Background: an optimization exercise with open tools, aiming at small area, a short achievable clock period and few clock cycles. Do not read the settings as production practice.
At most, simulation tests tie the RTL to the original design; equivalence was not proved.
The RTL of runs 1, 2 and 4 was laid out without a check of its function.
Power is estimated from default activity; no workload was simulated.

===== design.v =====
module nes_bankbus (
    input             clk,
    input             rst,
    input      [7:0]  cfg_song,
    input      [7:0]  cfg_region,
    input      [15:0] cfg_init_addr,
    input      [15:0] cfg_play_addr,
    input      [15:0] cfg_load_addr,
    input      [15:0] cfg_vec_nmi,
    input      [15:0] cfg_vec_irq,
    input      [63:0] cfg_bank_init,
    input      [20:0] cfg_file_len,
    input             req_valid,
    output reg        req_ready,
    input      [1:0]  req_op,       
    input      [15:0] req_addr,
    input      [7:0]  req_wdata,
    output reg        resp_valid,
    output reg [7:0]  resp_rdata,
    output reg        resp_err,
    output reg        fault,
    output reg        fault_io,
    output reg        apu_valid,
    output     [15:0] apu_addr,
    output     [7:0]  apu_data,
    output reg        mem_en,
    output reg        mem_we,
    output reg [16:0] mem_addr,
    output reg [7:0]  mem_wdata,
    input      [7:0]  mem_rdata,
    output reg        file_en,
    output reg [20:0] file_addr,
    input      [7:0]  file_rdata,
    input             file_bad
);
    localparam S_IDLE = 4'd0;
    localparam S_ROM  = 4'd1;    
    localparam S_RD1  = 4'd2;    
    localparam S_RD2  = 4'd3;    
    localparam S_BW1  = 4'd4;    
    localparam S_BW2  = 4'd5;    
    localparam S_BW3  = 4'd6;    
    localparam S_ZERO = 4'd7;    
    localparam S_LBS  = 4'd8;    
    localparam S_SRCH = 4'd9;    
    localparam S_FILL = 4'd10;   
    localparam S_FEND = 4'd11;   
    reg [3:0]  state;
    reg [3:0]  nst;
    reg        rst_q;            
    reg [2:0]  kreg;             
    reg        lb_init;          
    reg        banked;           
    reg        flat;             
    reg        ffirst;           
    reg        err;              
    reg        sgn;              
    reg [3:0]  cs;               
    reg [3:0]  vreg;             
    reg        touch_q;
    reg        rsel;             
    reg        shim_q, vec_q;    
    reg        varsel;           
    reg        in_q, hlt_q, heq_q, llt_q;
    reg [3:0]  count;            
    reg [3:0]  win [0:7];
    assign apu_addr  = {11'h200, mem_addr[4:0]};
    assign apu_data  = mem_wdata;
    integer i;
    reg [255:0] age;
    reg [10:1]  is_tail;
    reg [3:0]   tail;
    integer u, t;
    always @* begin
        for (t = 1; t <= 10; t = t + 1) begin
            is_tail[t] = 1'b1;
            for (u = 1; u <= 10; u = u + 1) begin
                if (u < t) is_tail[t] = is_tail[t] & age[u*16+t];
                if (u > t) is_tail[t] = is_tail[t] & ~age[t*16+u];
            end
        end
        tail = 4'd0;
        for (t = 1; t <= 10; t = t + 1)
            if (is_tail[t]) tail = tail | t[3:0];
    end
    always @(posedge clk) begin
        if (touch_q) begin
            for (u = 1; u <= 10; u = u + 1)
                for (t = u + 1; t <= 10; t = t + 1) begin
                    if (cs == u[3:0]) age[u*16+t] <= 1'b1;
                    if (cs == t[3:0]) age[u*16+t] <= 1'b0;
                end
        end
    end
    wire       full    = (count == 4'd10);
    wire [3:0] count_1 = count + 4'd1;
    always @(posedge clk)
        vreg <= full ? tail : count_1;
    wire [15:0] a       = req_addr;
    wire        a_ram   = (a[15:11] == 5'd0);
    wire        a_apu   = (a[15:5] == 11'h200) && !(a[4] && a[3]);
    wire        a_bank  = (a[15:3] == 13'h0BFF);
    wire        a_shim  = (a[15:7] == 9'h020);
    wire        a_vec   = (a[14:3] == 12'hFFF) && (a[2] || a[1]);
    wire [16:0] a_maddr = {2'b00, a[14:12] & {3{a[15]}}, a[11] | (a[14] & !a[15]), a[10:0]};
    wire [3:0]  w_code  = win[mem_addr[14:12]];
    wire        w_flat  = (w_code == 4'd15);
    wire        w_map   = (w_code != 4'd0);
    wire [4:0]  w_frame = w_flat ? {2'b10, mem_addr[14:12]} : {1'b0, w_code};
    reg [7:0] var_byte;
    reg       var_hit;
    always @* begin
        var_byte = 8'h00;
        var_hit = 1'b1;
        if (vec_q) begin
            case (mem_addr[2:0])
                3'd2: var_byte = cfg_vec_nmi[7:0];
                3'd3: var_byte = cfg_vec_nmi[15:8];
                3'd6: var_byte = cfg_vec_irq[7:0];
                3'd7: var_byte = cfg_vec_irq[15:8];
                default: var_hit = 1'b0;
            endcase
        end else if (shim_q) begin
            case (mem_addr[6:0])
                7'h01: var_byte = cfg_song;
                7'h03: var_byte = cfg_region;
                7'h05: var_byte = cfg_init_addr[7:0];
                7'h06: var_byte = cfg_init_addr[15:8];
                7'h08: var_byte = cfg_play_addr[7:0];
                7'h09: var_byte = cfg_play_addr[15:8];
                default: var_hit = 1'b0;
            endcase
        end else begin
            var_hit = 1'b0;
        end
    end
    reg [7:0] const_byte;
    always @* begin
        const_byte = 8'h00;
        if (vec_q) begin
            if (mem_addr[2:0] == 3'd5) const_byte = 8'h10;
        end else if (shim_q) begin
            case (mem_addr[6:0])
                7'h00: const_byte = 8'hA9;
                7'h02: const_byte = 8'hA2;
                7'h04: const_byte = 8'h20;
                7'h07: const_byte = 8'h20;
                7'h0A: const_byte = 8'h4C;
                7'h0B: const_byte = 8'h07;
                7'h0C: const_byte = 8'h10;
                7'h0D: const_byte = 8'hEA;
                7'h0E: const_byte = 8'hEA;
                7'h0F: const_byte = 8'hEA;
                7'h10: const_byte = 8'hEA;
                default: const_byte = 8'h00;
            endcase
        end
    end
    wire        in_fill = (state == S_FILL);
    wire [21:0] f_add   = in_fill ? 22'd1 : (state == S_ZERO) ? 22'h81 : {2'b00, mem_wdata, 12'h081};
    wire [21:0] f_sum   = {sgn, file_addr} + f_add;
    wire        f_ok    = in_q && (hlt_q || (heq_q && llt_q));
    wire [14:0] jn      = mem_addr[14:0] + 15'd1;
    wire        f_last  = flat ? (jn == 15'h7FFF) : (jn[11:0] == 12'hFFF);
    wire        b_ok    = f_ok && !(flat && jn == 15'h7FFF);
    wire [2:0]  k_1      = kreg + 3'd1;
    wire        more_init = lb_init && kreg != 3'd7;
    always @(posedge clk) begin
        rst_q  <= rst;
        banked <= |cfg_bank_init;
        in_q   <= !sgn && (file_addr[20:7] != 14'd0);
        hlt_q  <= file_addr[20:10] < cfg_file_len[20:10];
        heq_q  <= file_addr[20:10] == cfg_file_len[20:10];
        llt_q  <= file_addr[9:0] < cfg_file_len[9:0];
    end
    always @(posedge clk) begin
        nst = state;
        resp_valid <= 1'b0;
        resp_rdata <= 8'h00;
        apu_valid <= 1'b0;
        touch_q <= 1'b0;
        case (state)
            S_IDLE: begin
                mem_en <= 1'b0;
                mem_addr <= a_maddr;
                mem_wdata <= req_wdata;
                kreg <= a[2:0];
                shim_q <= a_shim;
                vec_q <= a_vec;
                rsel <= a_ram || a_apu || a_bank;
                if (req_valid && req_ready) begin
                    if (fault) begin
                        resp_valid <= 1'b1;
                        resp_err <= 1'b1;
                    end else if (req_op[1]) begin
                        if (!cfg_load_addr[15]) begin
                            fault <= 1'b1;
                            fault_io <= 1'b0;
                            resp_valid <= 1'b1;
                            resp_err <= 1'b1;
                        end else begin
                            mem_en <= 1'b1;
                            mem_we <= 1'b1;
                            mem_addr <= 17'd0;
                            mem_wdata <= 8'h00;
                            nst = S_ZERO;
                        end
                    end else if (!req_op[0]) begin
                        mem_we <= 1'b0;
                        if (a[15]) begin
                            nst = S_ROM;
                        end else begin
                            mem_en <= 1'b1;
                            nst = S_RD1;
                        end
                    end else begin
                        if (a_bank) begin
                            mem_en <= 1'b1;
                            mem_we <= 1'b0;
                            nst = S_BW1;
                        end else begin
                            mem_en <= a_ram || a_apu;
                            mem_we <= 1'b1;
                            apu_valid <= a_apu && (a[4:0] != 5'h16);
                            resp_valid <= 1'b1;
                            resp_err <= 1'b0;
                        end
                    end
                end
            end
            S_ROM: begin
                mem_addr[16:12] <= w_frame;
                mem_en <= 1'b1;
                cs <= w_code;
                touch_q <= w_map && !w_flat && !vec_q;
                rsel <= w_map && !vec_q;
                nst = S_RD1;
            end
            S_RD1: begin
                mem_en <= 1'b0;
                resp_rdata <= var_byte;
                varsel <= var_hit;
                nst = S_RD2;
            end
            S_RD2: begin
                resp_rdata <= rsel ? mem_rdata : varsel ? resp_rdata : const_byte;
                resp_valid <= 1'b1;
                resp_err <= 1'b0;
                nst = S_IDLE;
            end
            S_BW1: begin
                mem_en <= 1'b0;
                nst = S_BW2;
            end
            S_BW2: begin
                resp_rdata <= mem_rdata;
                nst = S_BW3;
            end
            S_BW3: begin
                if (resp_rdata == mem_wdata) begin
                    resp_valid <= 1'b1;
                    resp_err <= 1'b0;
                    nst = S_IDLE;
                end else begin
                    mem_en <= 1'b1;
                    mem_we <= 1'b1;
                    lb_init <= 1'b0;
                    flat <= 1'b0;
                    nst = S_LBS;
                end
            end
            S_ZERO: begin
                mem_addr[11:0] <= (mem_addr[11:0] == 12'h817) ? 12'hFF8 : jn[11:0];
                mem_wdata <= (mem_addr[11:0] == 12'h816) ? 8'h40 : 8'h00;
                {sgn, file_addr} <= {7'h7F, ~cfg_load_addr[14:0]};
                if (mem_addr[11:0] == 12'hFFF) begin
                    mem_en <= 1'b0;
                    flat <= !banked;
                    if (banked) begin
                        count <= 4'd0;
                        for (i = 0; i < 8; i = i + 1)
                            win[i] <= 4'd0;
                        kreg <= 3'd0;
                        mem_wdata <= cfg_bank_init[7:0];
                        lb_init <= 1'b1;
                        nst = S_LBS;
                    end else begin
                        {sgn, file_addr} <= f_sum;
                        file_en <= 1'b1;
                        err <= 1'b0;
                        ffirst <= 1'b1;
                        nst = S_FILL;
                    end
                end
            end
            S_LBS: begin
                cs <= 4'd15;
                mem_addr <= 17'h00821;
                mem_en <= 1'b1;
                mem_we <= 1'b0;
                {sgn, file_addr} <= {10'h3FF, ~cfg_load_addr[11:0]};
                nst = S_SRCH;
            end
            S_SRCH: begin
                mem_addr[3:0] <= jn[3:0];
                resp_rdata <= mem_rdata;
                cs <= cs + 4'd1;
                if (cs != 4'd15 && cs != 4'd0 && resp_rdata == mem_wdata) begin
                    cs <= cs;
                    resp_rdata <= 8'h00;
                    mem_en <= 1'b0;
                    win[kreg] <= cs;
                    touch_q <= 1'b1;
                    if (more_init) begin
                        kreg <= k_1;
                        mem_wdata <= cfg_bank_init[{k_1, 3'b000} +: 8];
                        nst = S_LBS;
                    end else begin
                        resp_valid <= 1'b1;
                        resp_err <= 1'b0;
                        nst = S_IDLE;
                    end
                end else if (cs == count) begin
                    if (full) begin
                        for (i = 0; i < 8; i = i + 1)
                            if (win[i] == vreg)
                                win[i] <= 4'd0;
                    end
                    mem_addr <= {13'h0082, vreg};
                    mem_en <= 1'b1;
                    mem_we <= 1'b1;
                    cs <= vreg;
                    {sgn, file_addr} <= f_sum;
                    file_en <= 1'b1;
                    err <= 1'b0;
                    ffirst <= 1'b1;
                    nst = S_FILL;
                end
            end
            S_FILL: begin
                {sgn, file_addr} <= f_sum;
                ffirst <= 1'b0;
                if (ffirst) begin
                    mem_en <= 1'b0;
                    mem_addr[14:0] <= 15'h7FFF;
                end else begin
                    mem_en <= 1'b1;
                    mem_we <= 1'b1;
                    mem_addr <= flat ? {2'b10, jn} : {1'b0, cs, jn[11:0]};
                    mem_wdata <= b_ok ? file_rdata : 8'h00;
                    if (b_ok && file_bad)
                        err <= 1'b1;
                    if (f_last) begin
                        file_en <= 1'b0;
                        nst = S_FEND;
                    end
                end
            end
            S_FEND: begin
                mem_en <= 1'b0;
                if (err) begin
                    fault <= 1'b1;
                    fault_io <= 1'b1;
                    resp_valid <= 1'b1;
                    resp_err <= 1'b1;
                    nst = S_IDLE;
                end else if (flat) begin
                    for (i = 0; i < 8; i = i + 1)
                        win[i] <= 4'd15;
                    resp_valid <= 1'b1;
                    resp_err <= 1'b0;
                    nst = S_IDLE;
                end else begin
                    win[kreg] <= cs;
                    touch_q <= 1'b1;
                    if (!full)
                        count <= count_1;
                    if (more_init) begin
                        kreg <= k_1;
                        mem_wdata <= cfg_bank_init[{k_1, 3'b000} +: 8];
                        nst = S_LBS;
                    end else begin
                        resp_valid <= 1'b1;
                        resp_err <= 1'b0;
                        nst = S_IDLE;
                    end
                end
            end
            default: nst = S_IDLE;
        endcase
        if (rst_q)
            nst = S_IDLE;
        state <= nst;
        req_ready <= !rst && (nst == S_IDLE);
        if (rst) begin
            resp_valid <= 1'b0;
            apu_valid <= 1'b0;
            mem_en <= 1'b0;
            file_en <= 1'b0;
        end
        if (rst_q) begin
            state <= S_IDLE;
            resp_valid <= 1'b0;
            fault <= 1'b0;
            fault_io <= 1'b0;
            apu_valid <= 1'b0;
            mem_en <= 1'b0;
            file_en <= 1'b0;
            touch_q <= 1'b0;
            count <= 4'd0;
        end
    end
endmodule

===== run.sh =====
#!/bin/bash
# synth_recipe.tcl (not shown) runs the flow's synth.tcl, then flattens the netlist and writes it again
# the make line also repeats each setting of config.mk as NAME=value (left out here)
make -C /OpenROAD-flow-scripts/flow DESIGN_CONFIG=/design/flow/config.mk WORK_HOME=/design/flow/orfs CLKGATE_MAP_FILE= SYNTH_SCRIPT=/design/flow/synth_recipe.tcl finish

===== config.mk =====
export PLATFORM = sky130hd
export DESIGN_NAME = nes_bankbus
export DESIGN_NICKNAME = nes_bankbus
export VERILOG_FILES = /design/flow/design.v
export SDC_FILE = /design/flow/constraint.sdc
export NUM_CORES = 4
export LEC_CHECK = 0
export CAP_MARGIN = 20
export CORE_MARGIN = 2
export CORE_UTILIZATION = 40
export PLACE_DENSITY = 0.6
export SLEW_MARGIN = 20

===== constraint.sdc =====
create_clock -name core_clock -period 12.0 [get_ports {clk}]
set_input_delay 2.4000 -clock core_clock [delete_from_list [all_inputs] [get_ports {clk}]]
set_output_delay 2.4000 -clock core_clock [all_outputs]
set_load 0.01 [all_outputs]

==> summary.txt, run 1 <==
Status
  – Status: timing/DRC/antenna clean

Hold path
  – Worst Hold Class: flop to flop
  – Hold depth: 2
  – Hold path start: count[3]$_SDFFE_PP0P_

Floorplan
  – Rows: 64
  – Initial cell density of the core: 40.90%
  – DIE AREA: between 30000 and 40000 µm²
  – Core footprint: 30750 µm²
  – Die width: 181.3 µm
  – IO Pins: 314
  – Die boundary height: 181.3 µm

STA
  – RSZ-0062 raised after global routing: false
  – Setup Skew: roughly 24 ps
  – Max Fclk: 229.9 MHz
  – Final period util: 36.24%
  – Tmin final: 4349 ps
  – Worst Max-Slew Pin Slew: about 1100 ps
  – Slew margin rel.: 26.23%
  – Hold_ws: 525.3 ps
  – Setup TNS: 0 ps
  – Final hold viol count: 0
  – # setup viols final: 0
  – Max Slew Vio Count: 0
  – Setup ws final: ~7700 ps

Worst setup path
  – Worst path required time: about 12000 ps
  – Register-to-Register Path Depth: 15
  – CP Capture Type: flop
  – Worst Setup SP: state[2]$_SDFF_PP0_
  – Worst path arrival time: 4530 ps
  – Critical path class: flop to flop
  – Reg2reg start: state[2]$_SDFF_PP0_
  – CP max FO: 18
  – CP startpoint kind: flop

Synthesis
  – Mean area per synthesized cell: about 9.6 µm²
  – Yosys reg bits: 178
  – Post-synth top flop: edfxtp_1
  – Synth async-reset ratio: 0%
  – Yosys warns: 1
  – Yosys cell types: 78
  – Post-Syn Instances: approximately 1300
  – Post-synthesis sequential area ratio: between 40% and 50%
  – EDFF count, synth: 149
  – Mapped Area: 12580 µm²

Clock tree
  – H-tree depth: 4
  – Worst-Skew Late Latency: 460 ps
  – CTS Hold Buffers Added: 0
  – Post-CTS Setup Inserts: 0
  – Clk sinks: about 180
  – CTS Root Cell: clkbuf_16
  – Post-CTS resize count: 0
  – Clock slew seen by the registers of the worst setup and hold paths: 80 ps
  – CTS tree: done
  – CTS buffer count: 17
  – Clock buffer depth: 2

Placed design
  – Placed insts: 1945
  – Dpl hpwl: 36810 µm
  – Port Buffer Count: 302
  – Place WS: 7298 ps
  – Final GP Congestion: 0.9750

GRT
  – Largest net degree at the start of global routing: 38
  – First-pass GRT wire length: 71200 µm
  – GRT Util Overall: approximately 28%
  – GRT overflow: 0
  – Vias in the first global route: 11530
  – Initial antenna violation count: 8

Routing
  – Vias/cell: 5.958
  – Via count: 11810
  – Iter 0 DRT Violations: about 1300
  – Drt total wl: 47390 µm
  – Routed Antenna Nets: 0
  – WL per Instance: ~24 µm
  – DRC: 0
  – DR pass1 iterations: 6

Pwr
  – Pwr Total: 2.888 mW
  – Lkg Pwr: 6.370 nW
  – PwrDens: 175.6 nW/µm²
  – Max VDD drop: 0.00008564 V

Final layout
  – Synth-to-Final Area Change: 30.79%
  – Most common cell after layout, fill and taps aside: clkdlybuf4s50_1
  – Most frequent cells in the layout: clkdlybuf4s50_1 (302), edfxtp_1 (149), a21oi_1 (118), nand2_1 (114), nor2_1 (108)
  – Finished Layout Cells: 1983
  – Nets: 1844
  – Share of cells above drive strength 1: 6.641%

Job
  – Max cap viols: 0
[through the flow]
step | area [µm²] | utilization, %
after floorplan | 12610 | -
after global placement | 15780 | 51.33
after detailed placement | 15780 | 51.33
after CTS | 16430 | 53.44
after global routing | 16450 | 53.49
final | 16450 | 53.49
[layout make-up]
type                       count  area, µm²
clock buffer                  17      425.4
multi-input combinational   1009       6954
tap                          396      495.5
clock inverter                15      225.2
sequential                   178       5055
fill                        2848      14300
antenna                        6      15.01
inverter                      52      195.2
timing repair buffer         310       3083
[report_power, final]
group	internal [mW]	total (mW)	switching (mW)
logic	0.595	1.30	0.701
clock network	0.308	0.612	0.303
registers	0.799	0.980	0.181
total	1.70	2.89	1.19
[cells in the mapped netlist, types with 7 or more instances]
library cell | instances | area share (%)
edfxtp_1 | 149 | 36
a21oi_1 | 119 | 4.7
nand2_1 | 114 | 3.4
nor2_1 | 108 | 3.2
o21ai_0 | 63 | 2.5
inv_1 | 51 | 1.5
clkbuf_1 | 49 | 1.5
ha_1 | 49 | 4.9
a21o_1 | 48 | 2.9
xor2_1 | 47 | 3.3
nor4_1 | 39 | 1.9
nor3_1 | 37 | 1.5
nand3_1 | 35 | 1.4
xnor2_1 | 31 | 2.2
dfxtp_1 | 29 | 4.6
buf_4 | 24 | 1.4
mux4_2 | 24 | 4.3
mux2i_1 | 23 | 1.8
nand4_1 | 21 | 1.0
nor2b_1 | 17 | 0.85
a222oi_1 | 16 | 1.3
and2_1 | 16 | 0.80
mux2_2 | 15 | 1.3
o211ai_1 | 15 | 0.90
and3_1 | 11 | 0.55
nand2b_1 | 11 | 0.55
o21a_1 | 11 | 0.66
a211oi_1 | 8 | 0.48
a221o_1 | 8 | 0.64
buf_1 | 8 | 0.24
a221oi_1 | 7 | 0.49
o22ai_1 | 7 | 0.35
[per-layer routing]
metal  global-route usage [%]  up-vias  part of all wire [%]
li1                         -     5456                     -
met1                    35.04     5715                    39
met2                    47.79      543                    49
met3                    6.430       96                   7.7
met4                    11.97        4                   3.5
met5                        0        -                 0.057
[worst paths after layout]
| check | endpoint | slack [ps] |
|---|---|---|
| setup / recovery | file_addr[20]$_DFFE_PP_ | 7650 |
| hold / removal | count[3]$_SDFFE_PP0P_ | 530 |
| setup reg to reg | file_addr[20]$_DFFE_PP_ | 7650 |
| hold reg to reg | count[3]$_SDFFE_PP0P_ | 530 |
[logic make-up (layout without fill, tap and decap cells)]
| kind of cell | after synthesis | count (layout) | share of synthesized area, % |
|---|---|---|---|
| simple gates | 455 | 455 | 18.60 |
| compound gates | 354 | 354 | 18.53 |
| flops | 178 | 178 | 40.20 |
| buf+inv | 137 | 394 | 4.845 |
| xor+xnor | 78 | 78 | 5.432 |
| mux | 62 | 62 | 7.472 |
| fa+ha+maj | 49 | 49 | 4.875 |
| other cells | 2 | 17 | 0.05972 |
[sequential cells by signal, indices dropped and copies added (netlist names), 3 cells and up, named ones only]
signal and flops:
age 45, count 4, mem_wdata 8, state 4, file_addr 21, vreg 4
cs 4, mem_addr 17, resp_rdata 8, win 32, kreg 3
[worst max-delay path, stage by stage, from the launching register on]
cell       delay, ps
dfxtp_1          360
inv_1             90
ha_1             580
nand2_1          300
nand2_1          120
nand2_1          380
and2_1           370
ha_1             300
and4_1           190
and3_1           200
a31o_2           250
a21oi_1          300
o2111ai_1        170
a21oi_1          210
xor2_1           170
nand2_1           70
==> run 2: changes to the inputs <==
==> flow/run.sh (new file) <==
#!/bin/bash
# Standard ORFS layout, but the input and output port buffers are buf_2 cells
# instead of the default delay buffers. Each tool's output goes to a log here.
set -o pipefail
bash standard.sh "BUFFER_PORTS_ARGS=-buffer_cell sky130_fd_sc_hd__buf_2" finish > standard.log 2>&1
==> standard.sh (new file) <==
#!/bin/bash
# synth_recipe.tcl (not shown) runs the flow's synth.tcl, then flattens the netlist and writes it again
# the make line also repeats each setting of config.mk as NAME=value (left out here)
make -C /OpenROAD-flow-scripts/flow DESIGN_CONFIG=/design/flow/config.mk WORK_HOME=/design/flow/orfs CLKGATE_MAP_FILE= SYNTH_SCRIPT=/design/flow/synth_recipe.tcl "${@:-finish}"
removed: run.sh
==> run 2 against run 1 <==
Effect of this change: wire length shrank 5.3%; first-iteration DRC count shrank 11%; design area shrank 9.2%; critical path depth is the same; maximum frequency grew 4.4%; sequential share of layout area grew 3.1 points; register-to-register slack gained 190 ps; sequential cell count is the same; critical endpoint unchanged; largest cell class unchanged; largest power group unchanged.
==> summary.txt, run 2 <==
Synthesis
  – EDFF count, synth: 149
  – Yosys reg bits: 178
  – Yosys top cell by area: edfxtp_1
  – Mapped Area: about 13000 µm²
  – Mean area per synthesized cell: roughly 9.6 µm²
  – Synth top area share: 35.58%
  – Synth async-reset ratio: 0%
  – Post-synthesis sequential area ratio: 40.20%
  – Most common cell in the synthesized netlist: edfxtp_1
  – Post-synth top flop: edfxtp_1
  – Top post-synthesis cells by area: edfxtp_1 (36%), ha_1 (4.9%), a21oi_1 (4.7%), dfxtp_1 (4.6%), mux4_2 (4.3%)
  – Yosys cell types: between 70 and 80
  – Post-Syn Instances: 1315
  – Most frequent cells after synthesis: edfxtp_1 (149), a21oi_1 (119), nand2_1 (114), nor2_1 (108), o21ai_0 (63)
  – Yosys warns: 1

Final layout
  – Largest Register: age
  – Largest register FFs: 45
  – Most frequent cells in the layout: buf_2 (302), edfxtp_1 (149), a21oi_1 (118), nand2_1 (114), nor2_1 (108)
  – Nets: ~1800
  – Number of fillers in the final layout: 3005
  – Share of cells above drive strength 1: about 26%
  – Most common cell after layout, fill and taps aside: buf_2
  – FF/Latch Area: 5055 µm²
  – Finished Layout Cells: a little under 2000
  – Synth-to-Final Area Change: 18.80%
  – Multi-input logic area: 6959 µm²

Floorplan
  – Die boundary height: 181.3 µm
  – Core footprint: slightly above 30000 µm²
  – DIE AREA: 32870 µm²
  – IO Pins: 314
  – Rows: between 60 and 70
  – Initial cell density of the core: 40.90%
  – Die width: 181.3 µm

Placed design
  – Placed insts: 1946
  – Final GP Congestion: 0.9687
  – Dpl hpwl: 35100 µm
  – Port Buffer Count: 302

Worst setup path
  – CP startpoint kind: flop
  – CP most frequent cell: nand2_1
  – Top delay family on crit path: simple AND/OR/NAND/NOR gates
  – Worst path bufs/invs: 1
  – Cells along the critical path: inv_1, ha_1, nand2_1, nand2_1, nand2_1, and2_1, ha_1, and4_1, and3_1, a31o_2, a21oi_1, o2111ai_1, a21oi_1, xor2_1, nand2_1
  – CP Capture Type: flop
  – Critical path class: flop to flop
  – Worst path required time: 12180 ps
  – CP max FO: 18
  – Max incr delay on CP: 540 ps
  – CP max-delay cell: ha_1
  – Worst path arrival time: 4350 ps

Clock tree
  – Clock slew seen by the registers of the worst setup and hold paths: 80 ps
  – Post-CTS resize count: 0
  – Clk sinks: 178
  – H-tree depth: 4
  – CTS buffer count: 17
  – CTS Hold Buffers Added: 0
  – CTS Root Cell: clkbuf_16
  – Worst-Skew Late Latency: ~450 ps
  – Clock buffer depth: 2
  – CTS tree: done
  – Post-CTS Setup Inserts: 0

STA
  – # setup viols final: 0
  – RSZ-0062 raised after global routing: false
  – Setup Skew: about 22 ps
  – Final hold viol count: 0
  – Slew margin rel.: 29.10%
  – Tmin final: 4164 ps
  – Setup TNS: 0 ps
  – Max Fclk: 240.2 MHz
  – Worst Max-Slew Pin Slew: between 1000 and 1500 ps
  – Final period util: 34.70%
  – Max Slew Vio Count: 0

Pwr
  – Max VDD drop: 0.00009000 V
  – PwrDens: 184.0 nW/µm²
  – Lkg Pwr: 6.421 nW

Routing
  – DR pass1 iterations: 6
  – Iter 0 DRT Violations: 1142
  – Routed Antenna Nets: 0
  – Drt total wl: 44870 µm
  – WL per Instance: between 20 and 25 µm
  – Vias/cell: 5.886
  – DRC: 0
  – Via count: 11700

GRT
  – GRT overflow: 0
  – First-pass GRT wire length: 67630 µm
  – Initial antenna violation count: 11
  – Vias in the first global route: 11590
  – Largest net degree at the start of global routing: 38
  – GRT Util Overall: between 20% and 30%

Job
  – Max cap viols: 0

Hold path
  – Worst Hold Class: flop to flop

Status
  – Status: timing/DRC/antenna clean
run 2: cell counts after synthesis:
No cell type changed its count.
run 2: kinds of logic (layout without fill, tap and decap cells):
family                   after synthesis  count (layout)  share of synthesized area [%]
multiplexers                          62              62                          7.472
AND/OR/NAND/NOR                      455             455                          18.60
flip-flops                           178             178                          40.20
other                                  2              21                        0.05972
buffers and inverters                137             395                          4.845
adder cells (fa/ha/maj)               49              49                          4.875
AO/OA/AOI/OAI                        354             354                          18.53
XOR/XNOR                              78              78                          5.432
run 2: cell type report:
type | count | share of cell area (%)
Clock buffer | 17 | 2.847
Clock inverter | 15 | 1.382
Inverter | 52 | 1.306
Sequential cell | 178 | 33.83
Timing Repair Buffer | 311 | 10.57
Multi-Input combinational cell | 1009 | 46.58
Antenna cell | 10 | 0.1675
Tap cell | 396 | 3.316
run 2: routing by layer:
metal	GRT usage, %	wire length, µm	vias to the layer above	part of all wire (%)
met5	0	9	-	0.020
met2	45.92	22160	529	49
met1	32.79	17860	5592	40
met4	12.49	1808	2	4.0
met3	4.818	3037	103	6.8
li1	-	-	5475	-
run 2: final timing paths:
path	from	endpoint	slack [ps]	cells after the start
worst max-delay path	state[2]$_SDFF_PP0_	file_addr[20]$_DFFE_PP_	7840	15
worst min-delay path	count[3]$_SDFFE_PP0P_	count[3]$_SDFFE_PP0P_	520	2
worst max register to register	state[2]$_SDFF_PP0_	file_addr[20]$_DFFE_PP_	7840	15
worst min register to register	count[3]$_SDFFE_PP0P_	count[3]$_SDFFE_PP0P_	520	2
run 2: metrics by stage:
stage	total power, mW	hold slack [ps]	cell area, µm²	util [%]	worst slack (ps)
final	2.748	520.6	14940	48.59	7836
after global routing	2.895	540.0	14940	48.57	7613
after CTS	2.742	519.4	14910	48.49	7915
after detailed placement	2.145	505.5	14280	46.44	7568
after global placement	2.140	500.5	14280	46.44	7681
after floorplan	1.756	421.0	12610	-	8063
run 2: power by group:
| group | total (mW) | internal (mW) | switching (mW) |
|---|---|---|---|
| registers | 0.988 | 0.799 | 0.188 |
| clock network | 0.598 | 0.305 | 0.293 |
| logic | 1.16 | 0.481 | 0.681 |
| total | 2.75 | 1.59 | 1.16 |
run 2: worst register-to-register path: stages (launching register included):
cell       delay (ps)
dfxtp_1           360
inv_1             110
ha_1              540
nand2_1           240
nand2_1           100
nand2_1           400
and2_1            370
ha_1              290
and4_1            190
and3_1            200
a31o_2            240
a21oi_1           280
o2111ai_1         170
a21oi_1           190
xor2_1            150
nand2_1            60
==> run 3: changes to the inputs <==
--- a/design.v
+++ b/design.v
@@ -101,7 +101,7 @@
     wire        a_apu   = (a[15:5] == 11'h200) && !(a[4] && a[3]);
     wire        a_bank  = (a[15:3] == 13'h0BFF);
     wire        a_shim  = (a[15:7] == 9'h020);
-    wire        a_vec   = (a[14:3] == 12'hFFF) && (a[2] || a[1]);
+    wire        a_vec   = a[15] && (a[14:3] == 12'hFFF) && (a[2] || a[1]);
     wire [16:0] a_maddr = {2'b00, a[14:12] & {3{a[15]}}, a[11] | (a[14] & !a[15]), a[10:0]};
     wire [3:0]  w_code  = win[mem_addr[14:12]];
     wire        w_flat  = (w_code == 4'd15);
==> run 3 against run 2 <==
Effect of this change: still clean on timing, DRC and antenna; first-iteration DRC count rose by 30%; clock-buffer cell count unchanged; sequential share of layout area fell by 0.22 points; core utilization is 0.81 points lower; register-to-register slack got worse by 260 ps; sequential power is 1% lower; design area up 0.65%; clock power is 3% lower; global-route usage down 1.2 points; final cell count increased by 0.35%; largest cell class unchanged; largest power group unchanged; highest routed layer is now met4.
==> summary.txt, run 3 <==
Status
  – Status: timing/DRC/antenna clean

Floorplan
  – Die boundary height: 182.7 µm
  – IO Pins: 314
  – Die width: 182.7 µm
  – Rows: 65
  – Core footprint: between 30000 and 40000 µm²
  – Initial cell density of the core: 40.58%
  – DIE AREA: 33380 µm²

GRT
  – GRT Util Overall: 25.59%
  – Largest net degree at the start of global routing: 37
  – GRT overflow: 0
  – Initial antenna violation count: 2
  – First-pass GRT wire length: 65730 µm
  – Vias in the first global route: roughly 11000

Final layout
  – Largest register FFs: 45
  – Most frequent cells in the layout: buf_2 (302), edfxtp_1 (149), a21oi_1 (124), nor2_1 (106), nand2_1 (105)
  – Largest Register: age
  – Nets: ~1900
  – Final Util: 47.78%
  – Share of cells above drive strength 1: about 26%
  – Most common cell after layout, fill and taps aside: buf_2
  – Final instance area: 15040 µm²
  – Synth-to-Final Area Change: 17.73%

Clock tree
  – Post-CTS resize count: 0
  – Clock buffer depth: 2
  – Worst-Skew Late Latency: 440 ps
  – CTS buffer count: 17
  – Post-CTS Setup Inserts: 0
  – Clock slew seen by the registers of the worst setup and hold paths: 80 ps
  – CTS Root Cell: clkbuf_16
  – CTS tree: done
  – Clk sinks: 178
  – CTS Hold Buffers Added: 0
  – H-tree depth: 4

Routing
  – Vias/cell: 6.030
  – WL per Instance: between 20 and 25 µm
  – Routed Antenna Nets: 0
  – Drt total wl: 43390 µm
  – Via count: 12030
  – Iter 0 DRT Violations: between 1000 and 1500
  – DR pass1 iterations: 6
  – DRC: 0

Worst setup path
  – Register-to-Register Path Depth: 13
  – Critical path class: flop to flop
  – Worst path required time: around 12000 ps
  – CP Capture Type: flop
  – CP max FO: 18
  – Reg2reg end: file_addr[20]$_DFFE_PP_
  – CP startpoint kind: flop
  – Reg2Reg Setup Slack: 7570 ps
  – Reg2reg start: state[2]$_SDFF_PP0_
  – Worst path arrival time: 4600 ps

Synthesis
  – Yosys reg bits: 178
  – Synth async-reset ratio: 0%
  – Mapped Area: 12770 µm²
  – Most common cell in the synthesized netlist: edfxtp_1
  – Post-Syn Instances: 1331
  – Most frequent cells after synthesis: edfxtp_1 (149), a21oi_1 (125), nor2_1 (106), nand2_1 (105), xor2_1 (64)
  – Yosys cell types: 83
  – Post-synth top flop: edfxtp_1
  – Top post-synthesis cells by area: edfxtp_1 (35%), a21oi_1 (4.9%), ha_1 (4.8%), dfxtp_1 (4.5%), xor2_1 (4.4%)
  – Post-synthesis sequential area ratio: 39.57%
  – Yosys top cell by area: edfxtp_1
  – Synth top area share: approximately a third
  – Yosys warns: 1
  – Mean area per synthesized cell: 9.597 µm²
  – EDFF count, synth: 149

Pwr
  – PwrDens: 176.3 nW/µm²
  – Max VDD drop: 0.0001089 V
  – Lkg Pwr: around 6.4 nW

STA
  – Max Slew Vio Count: 0
  – Max Fclk: 225.8 MHz
  – Slew margin rel.: 28.57%
  – RSZ-0062 raised after global routing: false
  – Worst Max-Slew Pin Slew: roughly 1100 ps
  – Hold_ws: 492.6 ps
  – Setup TNS: 0 ps
  – Tmin final: around 4400 ps
  – # setup viols final: 0
  – Final hold viol count: 0
  – Setup Skew: between 10 and 15 ps
  – Final period util: 36.90%

Hold path
  – Worst Hold Path EP: fault_io$_SDFFE_PP0P_
  – Worst Hold Class: flop to flop
  – Hold depth: 2
  – Hold path start: fault_io$_SDFFE_PP0P_

Placed design
  – Final GP Congestion: 0.9597
  – Placed inst area: between 10000 and 15000 µm²
  – Port Buffer Count: 302
  – Dpl hpwl: 33930 µm

Job
  – Max cap viols: 0
run 3: per-layer routing:
metal,vias to the layer above,part of all wire (%),track usage (%),wire length [µm]
li1,5538,-,-,-
met1,5768,43,36.25,18840
met2,661,44,39.56,19300
met3,62,10,6.506,4475
met4,0,1.8,5.323,773
met5,-,0,0,0
run 3: cell families after synthesis:
group / after synthesis / share of synthesized area, %
other: 2 / 0.05879
and+or+nand+nor: 454 / 18.83
AOI/OAI and AO/OA: 365 / 18.84
xor gates and xnor gates: 79 / 5.417
DFF: 178 / 39.57
adders and majority gates: 49 / 4.800
muxes: 61 / 7.288
buffers and inverters: 143 / 5.201
run 3: area by class of cell:
type | count | area (µm²)
tap | 402 | 503.0
clock inverter | 15 | 188.9
fill | 3000 | 16440
inverter | 54 | 202.7
multi-input combinational | 1019 | 7097
antenna | 1 | 2.502
clock buffer | 17 | 425.4
sequential | 178 | 5055
timing repair buffer | 309 | 1564
run 3: metrics by stage:
step / cells / setup WS [ps] / total power [mW]
4_1_cts: 1994 / 7703 / 2.641
6_report: 1995 / 7572 / 2.652
5_1_grt: 1994 / 7225 / 2.794
3_3_place_gp: 1962 / 7621 / 2.056
2_1_floorplan: 1340 / 7991 / 1.712
3_5_place_dp: 1962 / 7553 / 2.060
run 3: worst max-delay path, cell delays in order, from the launching register on:
cell and delay [ps]:
dfxtp_1 340, inv_1 150, ha_1 600, nand2b_1 270, a21oi_1 840, nor2b_1 110, ha_1 360, a21oi_1 260
o21bai_1 110, a221oi_1 500, o2111ai_1 190, a21oi_1 210, xor2_1 160, nand2_1 70
run 3: power breakdown:
group | total (mW) | internal, mW | switching [mW]
registers | 0.977 | 0.784 | 0.193
logic | 1.09 | 0.456 | 0.635
clock network | 0.583 | 0.301 | 0.282
run 3: worst max path at each step:
stage / start / to / slack [ps]
detailed placement: req_addr[15] / req_ready$_DFF_P_ / 7550
global route: state[2]$_SDFF_PP0_ / file_addr[20]$_DFFE_PP_ / 7220
finish: state[2]$_SDFF_PP0_ / file_addr[20]$_DFFE_PP_ / 7570
global placement: req_addr[15] / req_ready$_DFF_P_ / 7620
CTS: state[2]$_SDFF_PP0_ / file_addr[20]$_DFFE_PP_ / 7700
floorplan: req_addr[13] / req_ready$_DFF_P_ / 7990
Testbench counts of run 3, summed over its fixed seeds: cycles 802,077.
==> run 4: changes to the inputs <==
--- a/design.v
+++ b/design.v
@@ -45,6 +45,7 @@
     localparam S_SRCH = 4'd9;    
     localparam S_FILL = 4'd10;   
     localparam S_FEND = 4'd11;   
+    localparam S_ZST  = 4'd12;   
     reg [3:0]  state;
     reg [3:0]  nst;
     reg        rst_q;            
@@ -101,7 +102,7 @@
     wire        a_apu   = (a[15:5] == 11'h200) && !(a[4] && a[3]);
     wire        a_bank  = (a[15:3] == 13'h0BFF);
     wire        a_shim  = (a[15:7] == 9'h020);
-    wire        a_vec   = a[15] && (a[14:3] == 12'hFFF) && (a[2] || a[1]);
+    wire        a_vec   = (a[14:3] == 12'hFFF) && (a[2] || a[1]);
     wire [16:0] a_maddr = {2'b00, a[14:12] & {3{a[15]}}, a[11] | (a[14] & !a[15]), a[10:0]};
     wire [3:0]  w_code  = win[mem_addr[14:12]];
     wire        w_flat  = (w_code == 4'd15);
@@ -157,8 +158,10 @@
         end
     end
     wire        in_fill = (state == S_FILL);
-    wire [21:0] f_add   = in_fill ? 22'd1 : (state == S_ZERO) ? 22'h81 : {2'b00, mem_wdata, 12'h081};
-    wire [21:0] f_sum   = {sgn, file_addr} + f_add;
+    wire [12:0] l_sum   = {1'b0, file_addr[11:0]} + (in_fill ? 13'd1 : 13'h081);
+    wire        l_wrap  = (file_addr[11:0] == 12'hFFF);
+    wire [7:0]  h_op    = (state == S_SRCH) ? mem_wdata : 8'h00;
+    wire [9:0]  h_sum   = {sgn, file_addr[20:12]} + {2'b00, h_op} + {9'd0, in_fill ? l_wrap : err};
     wire        f_ok    = in_q && (hlt_q || (heq_q && llt_q));
     wire [14:0] jn      = mem_addr[14:0] + 15'd1;
     wire        f_last  = flat ? (jn == 15'h7FFF) : (jn[11:0] == 12'hFFF);
@@ -199,11 +202,7 @@
                             resp_valid <= 1'b1;
                             resp_err <= 1'b1;
                         end else begin
-                            mem_en <= 1'b1;
-                            mem_we <= 1'b1;
-                            mem_addr <= 17'd0;
-                            mem_wdata <= 8'h00;
-                            nst = S_ZERO;
+                            nst = S_ZST;
                         end
                     end else if (!req_op[0]) begin
                         mem_we <= 1'b0;
@@ -269,10 +268,22 @@
                     nst = S_LBS;
                 end
             end
+            S_ZST: begin
+                mem_en <= 1'b1;
+                mem_we <= 1'b1;
+                mem_addr <= 17'd0;
+                mem_wdata <= 8'h00;
+                nst = S_ZERO;
+            end
             S_ZERO: begin
                 mem_addr[11:0] <= (mem_addr[11:0] == 12'h817) ? 12'hFF8 : jn[11:0];
                 mem_wdata <= (mem_addr[11:0] == 12'h816) ? 8'h40 : 8'h00;
-                {sgn, file_addr} <= {7'h7F, ~cfg_load_addr[14:0]};
+                if (mem_addr[11:0] == 12'hFFE) begin
+                    file_addr[11:0] <= l_sum[11:0];
+                    err <= l_sum[12];
+                end else if (mem_addr[11:0] != 12'hFFF) begin
+                    {sgn, file_addr} <= {7'h7F, ~cfg_load_addr[14:0]};
+                end
                 if (mem_addr[11:0] == 12'hFFF) begin
                     mem_en <= 1'b0;
                     flat <= !banked;
@@ -285,7 +296,7 @@
                         lb_init <= 1'b1;
                         nst = S_LBS;
                     end else begin
-                        {sgn, file_addr} <= f_sum;
+                        {sgn, file_addr[20:12]} <= h_sum;
                         file_en <= 1'b1;
                         err <= 1'b0;
                         ffirst <= 1'b1;
@@ -305,6 +316,10 @@
                 mem_addr[3:0] <= jn[3:0];
                 resp_rdata <= mem_rdata;
                 cs <= cs + 4'd1;
+                if (cs == 4'd15) begin
+                    file_addr[11:0] <= l_sum[11:0];
+                    err <= l_sum[12];
+                end
                 if (cs != 4'd15 && cs != 4'd0 && resp_rdata == mem_wdata) begin
                     cs <= cs;
                     resp_rdata <= 8'h00;
@@ -330,7 +345,7 @@
                     mem_en <= 1'b1;
                     mem_we <= 1'b1;
                     cs <= vreg;
-                    {sgn, file_addr} <= f_sum;
+                    {sgn, file_addr[20:12]} <= h_sum;
                     file_en <= 1'b1;
                     err <= 1'b0;
                     ffirst <= 1'b1;
@@ -338,7 +353,8 @@
                 end
             end
             S_FILL: begin
-                {sgn, file_addr} <= f_sum;
+                file_addr[11:0] <= l_sum[11:0];
+                {sgn, file_addr[20:12]} <= h_sum;
                 ffirst <= 1'b0;
                 if (ffirst) begin
                     mem_en <= 1'b0;
==> run 4 against run 3 <==
Effect of this change: critical path type unchanged; clock power is 3.4% higher; synthesized cell count is 4.8% higher; clock-buffer cell count is 1 higher; final cell count is 4.7% higher; combinational power is 37% lower; area after synthesis is 2.9% higher; total power is 19% lower; maximum frequency is 14% lower; core utilization is 0.20 points lower; highest routed layer unchanged.
==> summary.txt, run 4 <==
Status
  – Status: timing/DRC/antenna clean

Pwr
  – Lkg Pwr: between 6 and 7 nW
  – Clock power share: 28.0%
  – Max VDD drop: 0.0001310 V
  – Combinational power share: 31.9%
  – PwrDens: 139.6 nW/µm²
  – Switching power: 0.8058 mW
  – Fraction of power consumed by sequential logic: 40.1%
  – Switching share of total power: 37.38%
  – Pint: 1.350 mW

GRT
  – GRT overflow: 0
  – Largest net degree at the start of global routing: 43
  – GRT met2 Usage: 40.70%
  – First-pass GRT wire length: 69250 µm
  – GRT Util Overall: 26.32%
  – Busiest grt layer: met2
  – Met1 Use GR: between 30% and 40%
  – Initial antenna violation count: 1
  – Grt met3 use: 6.193%
  – Vias in the first global route: roughly 12000

Final layout
  – Final Util: 47.58%
  – Largest register FFs: 45
  – Most common cell after layout, fill and taps aside: buf_2
  – Largest Register: age
  – Nets: 1907
  – Synth-to-Final Area Change: 17.45%
  – Share of cells above drive strength 1: 24.85%
  – Most frequent cells in the layout: buf_2 (302), edfxtp_1 (149), nand2_1 (135), nor2_1 (123), o21ai_0 (75)

Worst setup path
  – Critical path class: flop to flop
  – Cells along the critical path: nand2b_1, nor2_1, inv_1, nor4_1, a21oi_1, fa_1, fa_1, nor2b_1, o21ai_0, a21boi_0, o311ai_0, a211oi_1, mux2_2, nand2_1
  – Worst path bufs/invs: 1
  – Top delay family on crit path: simple AND/OR/NAND/NOR gates
  – Max incr delay on CP: 840 ps
  – CP most frequent cell: fa_1
  – CP startpoint kind: flop
  – CP max FO: 24
  – CP max-delay cell: dfxtp_1
  – CP Capture Type: flop
  – Worst path required time: about 12000 ps
  – Worst path arrival time: 5450 ps

Floorplan
  – IO Pins: 314
  – Die width: between 150 and 200 µm
  – Initial cell density of the core: 40.51%
  – Core footprint: 32450 µm²
  – Die boundary height: 185.3 µm
  – Rows: 66
  – DIE AREA: between 30000 and 40000 µm²

STA
  – RSZ-0062 raised after global routing: false
  – Max Fclk: 194.9 MHz
  – Slew margin rel.: approximately 30%
  – Final hold viol count: 0
  – Tmin final: 5132 ps
  – Final period util: 42.76%
  – Worst Max-Slew Pin Slew: roughly 1000 ps
  – Setup TNS: 0 ps
  – Setup Skew: 16.27 ps
  – # setup viols final: 0
  – Max Slew Vio Count: 0

Routing
  – Vias/cell: 6.009
  – Via count: between 10000 and 15000
  – Iter 0 DRT Violations: roughly 1500
  – WL per Instance: 21.79 µm
  – DR pass1 iterations: 10
  – DRC: 0
  – Drt total wl: 45520 µm
  – Routed Antenna Nets: 0

Synthesis
  – Top post-synthesis cells by area: edfxtp_1 (34%), dfxtp_1 (4.4%), ha_1 (4.3%), mux4_2 (4.1%), nand2_1 (3.9%)
  – Mean area per synthesized cell: between 9 and 10 µm²
  – Post-synth top flop: edfxtp_1
  – Synth async-reset ratio: 0%
  – Yosys top cell by area: edfxtp_1
  – Synth top area share: 34.03%
  – Most common cell in the synthesized netlist: edfxtp_1
  – Most frequent cells after synthesis: edfxtp_1 (149), nand2_1 (135), nor2_1 (123), o21ai_0 (75), a21oi_1 (70)
  – Yosys cell types: 88
  – Post-Syn Instances: ~1400
  – Post-synthesis sequential area ratio: 38.45%
  – Yosys warns: 1
  – EDFF count, synth: 149
  – Yosys reg bits: around 180
  – Mapped Area: between 10000 and 15000 µm²

Clock tree
  – Worst-Skew Late Latency: 450 ps
  – Clock slew seen by the registers of the worst setup and hold paths: around 80 ps
  – CTS Hold Buffers Added: 0
  – Post-CTS Setup Inserts: 0
  – Post-CTS resize count: 0
  – Clock buffer depth: 2
  – H-tree depth: 4
  – Clk sinks: 178
  – CTS tree: done
  – CTS buffer count: 17
  – CTS Root Cell: clkbuf_16

Placed design
  – Port Buffer Count: just over 300
  – Final GP Congestion: about 0.97
  – Dpl hpwl: 35090 µm

Hold path
  – Worst Hold Class: flop to flop

Job
  – Max cap viols: 0
==> run 4: cell types whose count changed in the layout (fill, tap and decap cells not counted), sizes merged, moves of 13 or more <==
| cell | before | now |
|---|---|---|
| mux2i | 21 | 40 |
| and3 | 12 | 25 |
| a21o | 46 | 24 |
| a21oi | 126 | 71 |
| a21boi | 1 | 40 |
| nor2 | 106 | 124 |
| o21ai | 62 | 78 |
| nand2 | 107 | 135 |
==> run 4: final cells by class <==
cell class,count,area (µm²)
diodes,1,2.502
clock buffers,18,429.2
clock inverters,14,187.7
fillers,3176,17010
inverters,48,180.2
multi-input cells,1074,7432
flip-flops and latches,178,5056
well taps,442,553.0
repair buffers,314,1602
==> run 4: final timing paths <==
kind / start / end / slack (ps) / depth (start not counted)
setup reg to reg: state[3]$_SDFF_PP0_ / file_addr[20]$_DFFE_PP_ / 6870 / 14
setup / recovery: state[3]$_SDFF_PP0_ / file_addr[20]$_DFFE_PP_ / 6870 / 14
hold / removal: sgn$_DFFE_PP_ / in_q$_DFF_P_ / 470 / 1
hold reg to reg: sgn$_DFFE_PP_ / in_q$_DFF_P_ / 470 / 1
==> run 4: cells by family after synthesis <==
| logic type | count (synthesis) | share of synthesized area, % |
|---|---|---|
| simple gates | 505 | 19.82 |
| compound gates | 355 | 18.18 |
| flops | 178 | 38.45 |
| buf+inv | 152 | 5.310 |
| mux | 78 | 8.356 |
| xor+xnor | 73 | 4.863 |
| fa+ha+maj | 52 | 4.968 |
| other cells | 2 | 0.05712 |
==> run 4: metal layers <==
metal	up-vias	share of wire [%]
met2	660	44
met3	92	9.2
met5	-	0
li1	5752	-
met4	0	2.6
met1	6048	44
==> run 4: power by group through the flow <==
stage | clock network, mW | registers (mW) | logic, mW
floorplan | 0 | 0.827 | 0.493
global placement | 0 | 0.874 | 0.671
detailed placement | 0 | 0.876 | 0.677
CTS | 0.605 | 0.863 | 0.680
global route | 0.627 | 0.876 | 0.746
finish | 0.603 | 0.865 | 0.688
==> run 4: worst register-to-register path, stage by stage (launching register included) <==
cell and delay, ps:
dfxtp_1 840, nand2b_1 500, nor2_1 570, inv_1 310, nor4_1 380, a21oi_1 100
fa_1 440, fa_1 450, nor2b_1 140, o21ai_0 100, a21boi_0 300, o311ai_0 190
a211oi_1 260, mux2_2 360, nand2_1 60
==> run 4: per-stage QoR <==
stage          hold slack [ps]  total power [mW]  cell area (µm²)  std cells  worst slack [ps]
6_report                 469.5             2.155            15440       2089              6868
5_1_grt                  500.3             2.248            15440       2088              6460
3_3_place_gp             450.4             1.545            14820       2056              7186
3_5_place_dp             463.9             1.553            14820       2056              7000
2_1_floorplan            419.7             1.320            13180       1404              8201
4_1_cts                  470.6             2.147            15440       2088              6980

what the ideal ports hide:
Ports are ideal in the flow. The routed layouts listed here were re-timed in OpenROAD.
Step 1, drivers: a clkbuf_16 drives clk and a buf_2 each remaining input, both assumed.
Step 2 also shifts input and output timing later by t, the mid clock arrival at the registers, as if the neighbouring blocks saw the same clock.
Three values: ideal, step 1, step 2; two values: the first two.
| run | shift t [ns] | slack for setup (ns) | worst setup path at the end | latest minus earliest clock arrival (ns) | worst data-port slew with drivers (ns) |
|---|---|---|---|---|---|
| run 1 | 0.499 | 7.651 / 7.651 / 7.207 | input to register | 0.024 / 0.024 | 0.14 |
| run 2 | 0.491 | 7.836 / 7.836 / 7.745 | input to register | 0.023 / 0.023 | 0.14 |
| run 3 | 0.482 | 7.572 / 7.572 / 7.463 | input to register | 0.013 / 0.013 | 0.08 |
| run 4 | 0.492 | 6.868 / 6.868 / 6.868 | register to register | 0.017 / 0.016 | 0.09 |
After both steps every run listed still meets setup and hold. The setup slack of run 1, which loses most, moves by 0.000 ns with the drivers and by -0.444 ns with both steps.
